What follows belongs to an exercise in optimizing a design on an open flow for small area, a short achievable clock period and few clock cycles per item; a production flow would make more cautious choices. Only the layout flow was run in this run; the RTL was not checked for function there. Power is estimated from default activity; no workload was simulated.

[config.mk]
export PLATFORM = sky130hd
export DESIGN_NAME = tlb_core
export DESIGN_NICKNAME = tlb_core
export VERILOG_FILES = /design/flow/design.v
export SDC_FILE = /design/flow/constraint.sdc
export NUM_CORES = 4
export LEC_CHECK = 0
export CAP_MARGIN = 20
export CORE_MARGIN = 2
export CORE_UTILIZATION = 22
export PLACE_DENSITY = 0.25
export SLEW_MARGIN = 20
[constraint.sdc]
create_clock -name core_clock -period 14.0 [get_ports {clk}]
set_input_delay 2.8000 -clock core_clock [delete_from_list [all_inputs] [get_ports {clk}]]
set_output_delay 2.8000 -clock core_clock [all_outputs]
set_load 0.01 [all_outputs]
[design.v]
module tlb_core (
    input  wire        clk,
    input  wire        rst,           
    input  wire        req_valid,
    output wire        req_ready,
    input  wire [71:0] req_data,
    output reg         resp_valid,
    output reg  [66:0] resp_data,
    output reg         pt_en,
    output reg         pt_we,
    output reg  [19:0] pt_addr,
    output wire [32:0] pt_wdata,      
    input  wire [32:0] pt_rdata
);
    localparam OP_CFG   = 3'd1;
    localparam OP_SET   = 3'd2;
    localparam OP_XLATE = 3'd3;
    localparam OP_HITS  = 3'd4;
    localparam ST_OK         = 3'd0;
    localparam ST_BAD_CFG    = 3'd1;
    localparam ST_BAD_VPN    = 3'd2;
    localparam ST_XLATE_FLT  = 3'd3;
    localparam ST_BAD_STATE  = 3'd4;
    localparam ST_BAD_CMD    = 3'd5;
    localparam LC_UNCONF = 2'd0;
    localparam LC_READY  = 2'd1;
    localparam LC_DEAD   = 2'd2;
    reg  [1:0]  lifecycle;
    reg         cfg_ps;           
    reg  [1:0]  cfg_rows;         
    reg  [63:0] hits;
    reg         cv;
    reg  [2:0]  cmd_op;
    reg         cmd_p;
    reg  [31:0] cmd_a;
    reg  [31:0] cmd_b;
    reg         rdy;
    reg         m1;               
    reg         m2;               
    reg  [3:0]  m_row;
    reg  [17:0] m_key;
    reg  [12:0] m_off;
    reg  [19:0] m_v2;
    reg         m_v2ok;
    reg  [3:0]  m_row2;
    reg  [17:0] m_key2;
    reg         hz;               
    reg         fwd;              
    reg  [3:0]  valid_q [0:15];
    reg  [5:0]  ord_q   [0:15];   
    reg  [17:0] key_q   [0:63];
    reg  [31:0] ppn_q   [0:63];
    assign req_ready = rdy;
    assign pt_wdata  = {cmd_p, cmd_b};
    wire [19:0] vpn      = cfg_ps ? {1'b0, cmd_a[31:13]} : cmd_a[31:12];
    wire [12:0] off      = cfg_ps ? cmd_a[12:0] : {1'b0, cmd_a[11:0]};
    wire [19:0] pt_last  = cfg_ps ? 20'h7ffff : 20'hfffff;    
    wire        va_oor   = (vpn == pt_last);
    wire [19:0] vpn_next = vpn + 20'd1;
    wire        nxt_oor  = (vpn_next == pt_last);
    wire [3:0]  row_mask = (cfg_rows == 2'd0) ? 4'd3 : (cfg_rows == 2'd1) ? 4'd7 : 4'd15;
    wire [3:0]  row_own  = vpn[3:0] & row_mask;
    wire [3:0]  row_nxt  = vpn_next[3:0] & row_mask;
    wire        set_oor  = (cmd_a[31:20] != 12'd0) || (cmd_a[19:0] >= pt_last);
    function [63:0] compose;
        input [31:0] ppn;
        input [12:0] o;
        input        ps;
        begin
            if (ps) compose = {19'd0, ppn, o[12:0]};
            else    compose = {20'd0, ppn, o[11:0]};
        end
    endfunction
    wire is_xlate = (cmd_op == OP_XLATE);
    wire cmd_legal_state =
        (cmd_op == OP_CFG) ? (lifecycle == LC_UNCONF) : (lifecycle == LC_READY);
    wire cfg_a_ok = (cmd_a == 32'd4096) || (cmd_a == 32'd8192);
    wire cfg_b_ok = (cmd_b == 32'd4) || (cmd_b == 32'd8) || (cmd_b == 32'd16);
    wire ex = cv && !m1 && !hz;
    wire [3:0]  lk_row = m1 ? m_row2 : row_own;
    wire [17:0] lk_key = m1 ? m_key2 : vpn[19:2];
    wire [3:0]  lk_v = valid_q[lk_row];
    reg  [3:0]  lk_hv;
    integer i;
    always @(*) begin
        for (i = 0; i < 4; i = i + 1)
            lk_hv[i] = lk_v[i] && (key_q[{lk_row, i[1:0]}] == lk_key);
    end
    wire        lk_hit = |lk_hv;
    wire [1:0]  lk_way = {lk_hv[3] | lk_hv[2], lk_hv[3] | lk_hv[1]};
    wire [31:0] lk_ppn = ppn_q[{lk_row, lk_way}];
    wire x_go   = ex && is_xlate && cmd_legal_state && !va_oor;
    wire x_fhit = fwd && pt_rdata[32];              
    wire x_hit  = x_go && (lk_hit || x_fhit);
    wire x_miss = x_go && !(lk_hit || x_fhit);
    wire [31:0] x_ppn = fwd ? pt_rdata[31:0] : lk_ppn;
    wire        pr_en  = (x_hit && !fwd) || (m1 && m_v2ok && lk_hit);
    wire [3:0]  pr_row = lk_row;
    wire [1:0]  pr_way = lk_way;
    wire        in_en  = (m1 || m2) && pt_rdata[32];
    wire [3:0]  in_row = m1 ? m_row : m_row2;
    wire [17:0] in_key = m1 ? m_key : m_key2;
    wire [3:0]  in_v   = valid_q[in_row];
    wire [5:0]  in_o   = ord_q[in_row];
    reg  [1:0]  in_way;
    always @(*) begin
        if (!in_v[0])      in_way = 2'd0;
        else if (!in_v[1]) in_way = 2'd1;
        else if (!in_v[2]) in_way = 2'd2;
        else if (!in_v[3]) in_way = 2'd3;
        else if (!in_o[0] && !in_o[1] && !in_o[2]) in_way = 2'd0;
        else if ( in_o[0] && !in_o[3] && !in_o[4]) in_way = 2'd1;
        else if ( in_o[1] &&  in_o[3] && !in_o[5]) in_way = 2'd2;
        else               in_way = 2'd3;
    end
    function [5:0] make_mru;
        input [5:0] o;
        input [1:0] w;
        begin
            make_mru = o;
            case (w)
                2'd0: begin make_mru[0] = 1'b1; make_mru[1] = 1'b1; make_mru[2] = 1'b1; end
                2'd1: begin make_mru[0] = 1'b0; make_mru[3] = 1'b1; make_mru[4] = 1'b1; end
                2'd2: begin make_mru[1] = 1'b0; make_mru[3] = 1'b0; make_mru[5] = 1'b1; end
                default: begin make_mru[2] = 1'b0; make_mru[4] = 1'b0; make_mru[5] = 1'b0; end
            endcase
        end
    endfunction
    always @(*) begin
        pt_en   = 1'b0;
        pt_we   = 1'b0;
        pt_addr = vpn;
        if (m1) begin
            pt_en   = m_v2ok;
            pt_addr = m_v2;
        end else if (cv && !hz) begin
            if (cmd_op == OP_SET) begin
                pt_en   = cmd_legal_state && !set_oor;
                pt_we   = 1'b1;
                pt_addr = cmd_a[19:0];
            end else begin
                pt_en   = is_xlate;
            end
        end
    end
    wire m2_next = m1 && m_v2ok && !lk_hit;
    wire [3:0]  cmd_row = row_own;
    wire hz_next  = m2_next && cv && is_xlate && (cmd_row == m_row2) && (vpn != m_v2);
    wire fwd_next = m2_next && cv && (vpn == m_v2);
    wire accept   = req_valid && rdy;
    integer r, s;
    always @(posedge clk) begin
        if (rst) begin
            lifecycle  <= LC_UNCONF;
            cfg_ps     <= 1'b0;
            cfg_rows   <= 2'd0;
            hits       <= 64'd0;
            resp_valid <= 1'b0;
            resp_data  <= 67'd0;
            cv         <= 1'b0;
            rdy        <= 1'b1;
            m1         <= 1'b0;
            m2         <= 1'b0;
            hz         <= 1'b0;
            fwd        <= 1'b0;
            for (r = 0; r < 16; r = r + 1) valid_q[r] <= 4'd0;
        end else begin
            resp_valid <= 1'b0;
            if (ex || !cv) begin
                cv <= accept;
                if (accept) begin
                    cmd_op <= req_data[2:0];
                    cmd_p  <= req_data[3];
                    cmd_a  <= req_data[39:8];
                    cmd_b  <= req_data[71:40];
                end
            end
            m1  <= x_miss;
            m2  <= m2_next;
            hz  <= hz_next;
            fwd <= fwd_next;
            rdy <= !x_miss && !hz_next;
            if (x_miss) begin
                m_row  <= row_own;
                m_key  <= vpn[19:2];
                m_off  <= off;
                m_v2   <= vpn_next;
                m_v2ok <= !nxt_oor;
                m_row2 <= row_nxt;
                m_key2 <= vpn_next[19:2];
            end
            for (r = 0; r < 16; r = r + 1) begin
                if (in_en && in_row == r[3:0]) begin
                    valid_q[r][in_way] <= 1'b1;
                    ord_q[r]           <= make_mru(ord_q[r], in_way);
                end else if (pr_en && pr_row == r[3:0]) begin
                    ord_q[r]           <= make_mru(ord_q[r], pr_way);
                end
            end
            if (in_en) begin
                key_q[{in_row, in_way}] <= in_key;
                ppn_q[{in_row, in_way}] <= pt_rdata[31:0];
            end
            if (m1) begin
                resp_valid <= 1'b1;
                if (pt_rdata[32])
                    resp_data <= {compose(pt_rdata[31:0], m_off, cfg_ps), ST_OK};
                else
                    resp_data <= {64'd0, ST_XLATE_FLT};
            end
            if (ex) begin
                resp_valid <= !x_miss;
                resp_data  <= 67'd0;
                if (cmd_op == 3'd0 || cmd_op > OP_HITS) begin
                    resp_data[2:0] <= ST_BAD_CMD;
                end else if (!cmd_legal_state) begin
                    resp_data[2:0] <= ST_BAD_STATE;
                end else begin
                    case (cmd_op)
                        OP_CFG: begin
                            if (cfg_a_ok && cfg_b_ok) begin
                                cfg_ps    <= (cmd_a == 32'd8192);
                                cfg_rows  <= (cmd_b == 32'd4) ? 2'd0 :
                                             (cmd_b == 32'd8) ? 2'd1 : 2'd2;
                                for (r = 0; r < 16; r = r + 1) valid_q[r] <= 4'd0;
                                hits      <= 64'd0;
                                lifecycle <= LC_READY;
                                resp_data[2:0] <= ST_OK;
                            end else begin
                                lifecycle <= LC_DEAD;
                                resp_data[2:0] <= ST_BAD_CFG;
                            end
                        end
                        OP_SET: begin
                            resp_data[2:0] <= set_oor ? ST_BAD_VPN : ST_OK;
                        end
                        OP_XLATE: begin
                            if (va_oor) begin
                                resp_data[2:0] <= ST_XLATE_FLT;
                            end else begin
                                if (x_hit && hits != {64{1'b1}})
                                    hits <= hits + 64'd1;
                                resp_data <= {compose(x_ppn, off, cfg_ps), ST_OK};
                            end
                        end
                        default: begin  
                            resp_data <= {hits, ST_OK};
                        end
                    endcase
                end
            end
        end
    end
endmodule
[run.sh]
#!/bin/bash
# synth_recipe.tcl (not shown) runs the flow's synth.tcl, then flattens the netlist and writes it again
# the make line also repeats each setting of config.mk as NAME=value (left out here)
make -C /OpenROAD-flow-scripts/flow DESIGN_CONFIG=/design/flow/config.mk WORK_HOME=/design/flow/orfs CLKGATE_MAP_FILE= SYNTH_SCRIPT=/design/flow/synth_recipe.tcl finish
==> impl_metrics.csv <==
group,metric,value,unit
run_status,status,"complete, no violations",
die,die_w,830,um
yosys,yosysSeqAreaShare,0.713,
layout,fillers,69800,
clock_tree,clk_latency,1070,ps
placement,place_area,165000,sq um
clock_tree,hold_buffers,0,
sta,relSlewSlack,0.150,
power,power_density,134,nW/um^2
drt,drt_iter0_markers,8584,
yosys,synth-seq-cells,3629,
grt,grt_pass1_vias,97600,
yosys,synth_ff_type,"edfxtp_1",
placement,numPortBuffers,227,
grt,grt_use_total,0.200,
clock_tree,cts_setup_buffers,0,
sta,tightest_slew,1280,ps
placement,hpwl,419000,um
setup_path,critPathLaunchType,"register",
clock_tree,cts_root_buf,"clkbuf_16",
drt,wire_per_inst,35.0,um
clock_tree,post_cts_resized,0,
yosys,async_flop_share,0,
sta,fmax,102,MHz
sta,skew,57.0,ps
placement,dpl_worst_slack,3950,ps
die,start_util,0.221,
clock_tree,htree_levels,5,
die,pin_count,232,
setup_path,reg2reg_to,"resp_data[43]$_SDFFE_PP0P_",
setup_path,reg2reg_slack,4180,ps
setup_path,required,14940,ps
layout,final_cell_mix,"edfxtp_1 (3422), nand2_1 (1139), nor2_1 (898), a21oi_1 (481), clkbuf_16 (474)",
yosys,syn_area_per_cell,14.2,sq um
setup_path,crit_path_max_fanout,50,
clock_tree,clock_sinks,3629,
setup_path,worstSetupStartpoint,"cfg_ps$_SDFFE_PP0P_",
clock_tree,cts_buffers,464,
yosys,synth_edf_count,3422,
layout,syn2layout_area_growth,19.3,%
flow_run,drv_cap,0,
drt,postRouteAntennaNets,0,
drt,viasPerCell,4.75,
drt,routed_wl,713000,um
grt,antenna_found_initial,83,
grt,grt_max_degree,122,
sta,fin_crit_sh,0.701,
yosys,syn_inst,10600,
setup_path,cp_common_cell,"buf_4",
layout,final_area,179000,sq um
setup_path,crit_arrival,10760,ps
yosys,synth_cell_type_count,102,
yosys,syn_nets,10700,
die,placementRows,303,
grt,grt_pass1_wl,944000,um
setup_path,rr_worst_depth,22,
min_path,hold_path_class,"register to register",
sta,min_period,9820,ps
power,leakage,0.0579,uW
setup_path,endpoint_kind,"register",
sta,rsz0062_at_grt,"false",
layout,drive_gt1_frac,0.135,
die,die_area,688000,sq um
setup_path,crit_chain,"mux2i_4 -> inv_2 -> o21ai_4 -> buf_4 -> buf_4 -> a221oi_1 -> o32ai_1 -> a211o_1 -> xor2_1 -> nand4_1 -> nor4_4 -> nand2_4 -> nand2_2 -> inv_8 -> buf_4 -> nand2_1 -> o221ai_1 -> a311o_1 -> nor4_2 -> buf_4 -> a22oi_1 -> a211oi_1",
setup_path,max_stage_delay,910,ps
drt,dr.pass1.iters,6,
setup_path,endpoint,"resp_data[43]$_SDFFE_PP0P_",
clock_tree,cts_tree,"built",
placement,gp_congestion,0.749,
clock_tree,clk_pin_slew,60,ps
setup_path,critPathSlowestCell,"nor4_4",
sta,finalSetupViolations,0,
drt,remaining_drc_errors,0,
setup_path,path_class,"register to register",
yosys,yosysWarnings,3,
power,vdd_ir_drop_max,0.0991,mV
sta,hold_viol,0,
grt,grt.overflow.total,0,
sta,setup_slack,4180,ps
layout,final_nets,11100,
clock_tree,cts_buffer_depth,4,
die,fp.dieH,830,um
sta,finalMaxSlewViolations,0,
yosys,syn_area,150000,sq um
drt,vias,96800,
layout,layout_commonest_cell,"edfxtp_1",
sta,tns,0,ps
setup_path,regToRegStartpoint,"cfg_ps$_SDFFE_PP0P_",
die,core-area,680000,sq um
## Yosys cell counts, types with 72 or more instances
cell | number | area share
a221oi_1 | 72 | 0.0042
buf_2 | 144 | 0.0048
inv_1 | 119 | 0.0030
and2_1 | 87 | 0.0036
dfxtp_1 | 207 | 0.028
nand4_1 | 74 | 0.0031
nor3_1 | 250 | 0.0083
a21oi_1 | 482 | 0.016
o211ai_1 | 146 | 0.0073
nor2_1 | 954 | 0.024
a22oi_1 | 186 | 0.0093
nand3_1 | 219 | 0.0073
o22ai_1 | 106 | 0.0044
o31ai_1 | 113 | 0.0057
a32oi_1 | 83 | 0.0048
buf_1 | 91 | 0.0023
nand2_1 | 1150 | 0.029
mux4_2 | 161 | 0.024
xnor2_1 | 111 | 0.0065
a31oi_1 | 148 | 0.0062
clkbuf_1 | 459 | 0.011
o21ai_0 | 208 | 0.0069
mux2i_1 | 417 | 0.028
a211oi_1 | 110 | 0.0055
edfxtp_1 | 3422 | 0.69
and3_1 | 101 | 0.0042
## state kept, by name (all words and copies together), names as in the netlist, 32 cells and up
register and count:
ppn_q 2048, key_q 1152, ord_q 96, resp_data 67
hits 64, valid_q 64, cmd_a 32, cmd_b 32
## cell families (layout without fill, tap and decap cells)
group                      after synthesis  after routing  synth area share
muxes                                  687            687            0.0606
DFF                                   3629           3629             0.713
AOI/OAI and AO/OA                     2098           2098            0.0970
buffers and inverters                  900           1668            0.0271
and+or+nand+nor                       3111           3111            0.0928
other                                    0             15                 0
xor gates and xnor gates               149            149           0.00870
adders and majority gates               12             12           0.00100
## power breakdown
group	internal, uW	switching, uW	leakage, uW
sequential	11800	13.9	0.0326
combinational	201	536	0.0184
clock	6510	4880	0.00683
## worst min-delay path by stage
stage	slack, ps	start	depth (start not counted)	endpoint
floorplan	430	cfg_rows[0]$_SDFFE_PP0P_	2	cfg_rows[0]$_SDFFE_PP0P_
global placement	450	lifecycle[0]$_SDFFE_PP0P_	2	lifecycle[0]$_SDFFE_PP0P_
global route	500	lifecycle[0]$_SDFFE_PP0P_	2	lifecycle[0]$_SDFFE_PP0P_
CTS	470	lifecycle[0]$_SDFFE_PP0P_	2	lifecycle[0]$_SDFFE_PP0P_
finish	460	lifecycle[0]$_SDFFE_PP0P_	2	lifecycle[0]$_SDFFE_PP0P_
detailed placement	460	lifecycle[0]$_SDFFE_PP0P_	2	lifecycle[0]$_SDFFE_PP0P_
## worst max-delay path: cells and delay by family (launching register included)
family	cells	cell delay [ps]
simple gates	6	2860
mux	1	460
compound gates	8	2880
flops	1	620
buf+inv	6	2330
xor+xnor	1	190
## final cells by class
type | instances | area (sq um) | share of cell area
timing repair buffer | 701 | 6170 | 0.0345
clock buffer | 641 | 12600 | 0.0702
multi-input combinational | 6057 | 40000 | 0.224
inverter | 125 | 482 | 0.00269
tap | 8997 | 11300 | 0.0629
clock inverter | 201 | 1490 | 0.00833
antenna | 15 | 37.5 | 0.000210
sequential | 3629 | 107000 | 0.598
## per-stage QoR
| stage | power, uW | utilization | hold WS, ps | instances |
|---|---|---|---|---|
| after detailed placement | 12800 | 0.242 | 458 | 19500 |
| after global placement | 12800 | 0.242 | 449 | 19500 |
| after floorplan | 12400 | - | 432 | 10600 |
| final | 24000 | 0.263 | 464 | 20400 |
| after global routing | 24800 | 0.263 | 500 | 20400 |
| after CTS | 24400 | 0.263 | 468 | 20400 |
## per-layer routing
metal	vias to the layer above	share of wire	track usage
met4	0	0.021	0.0386
met5	-	0	0
met2	2343	0.48	0.341
met1	52000	0.46	0.278
li1	41800	-	-
met3	693	0.036	0.0188

what the ideal ports hide:
No port has a modelled driver above. Below, the same layout with a new extraction and two added sets of constraints. Step 1, drivers: a clkbuf_16 drives clk and a buf_2 each remaining input, both assumed. Step 2 moves the port delays by t, midway between the first and last clock arrival at a register: inputs arrive t later, outputs are due t later. That takes back most of the time a late clock gives input paths. a / b / c = no drivers / after step 1 / after step 2; a / b = the first two.
shift t [ns]: 1.179
slack for setup (ns): 4.181 / 4.181 / 4.181
worst hold slack (ns): 0.464 / 0.464 / 0.464
clock arrival spread, ns: 0.070 / 0.070
worst register clock-pin slew, ns: 0.06 / 0.06
After both steps this run still meets setup and hold. The setup slack of this run moves by 0.000 ns with the drivers and by 0.000 ns with both steps.
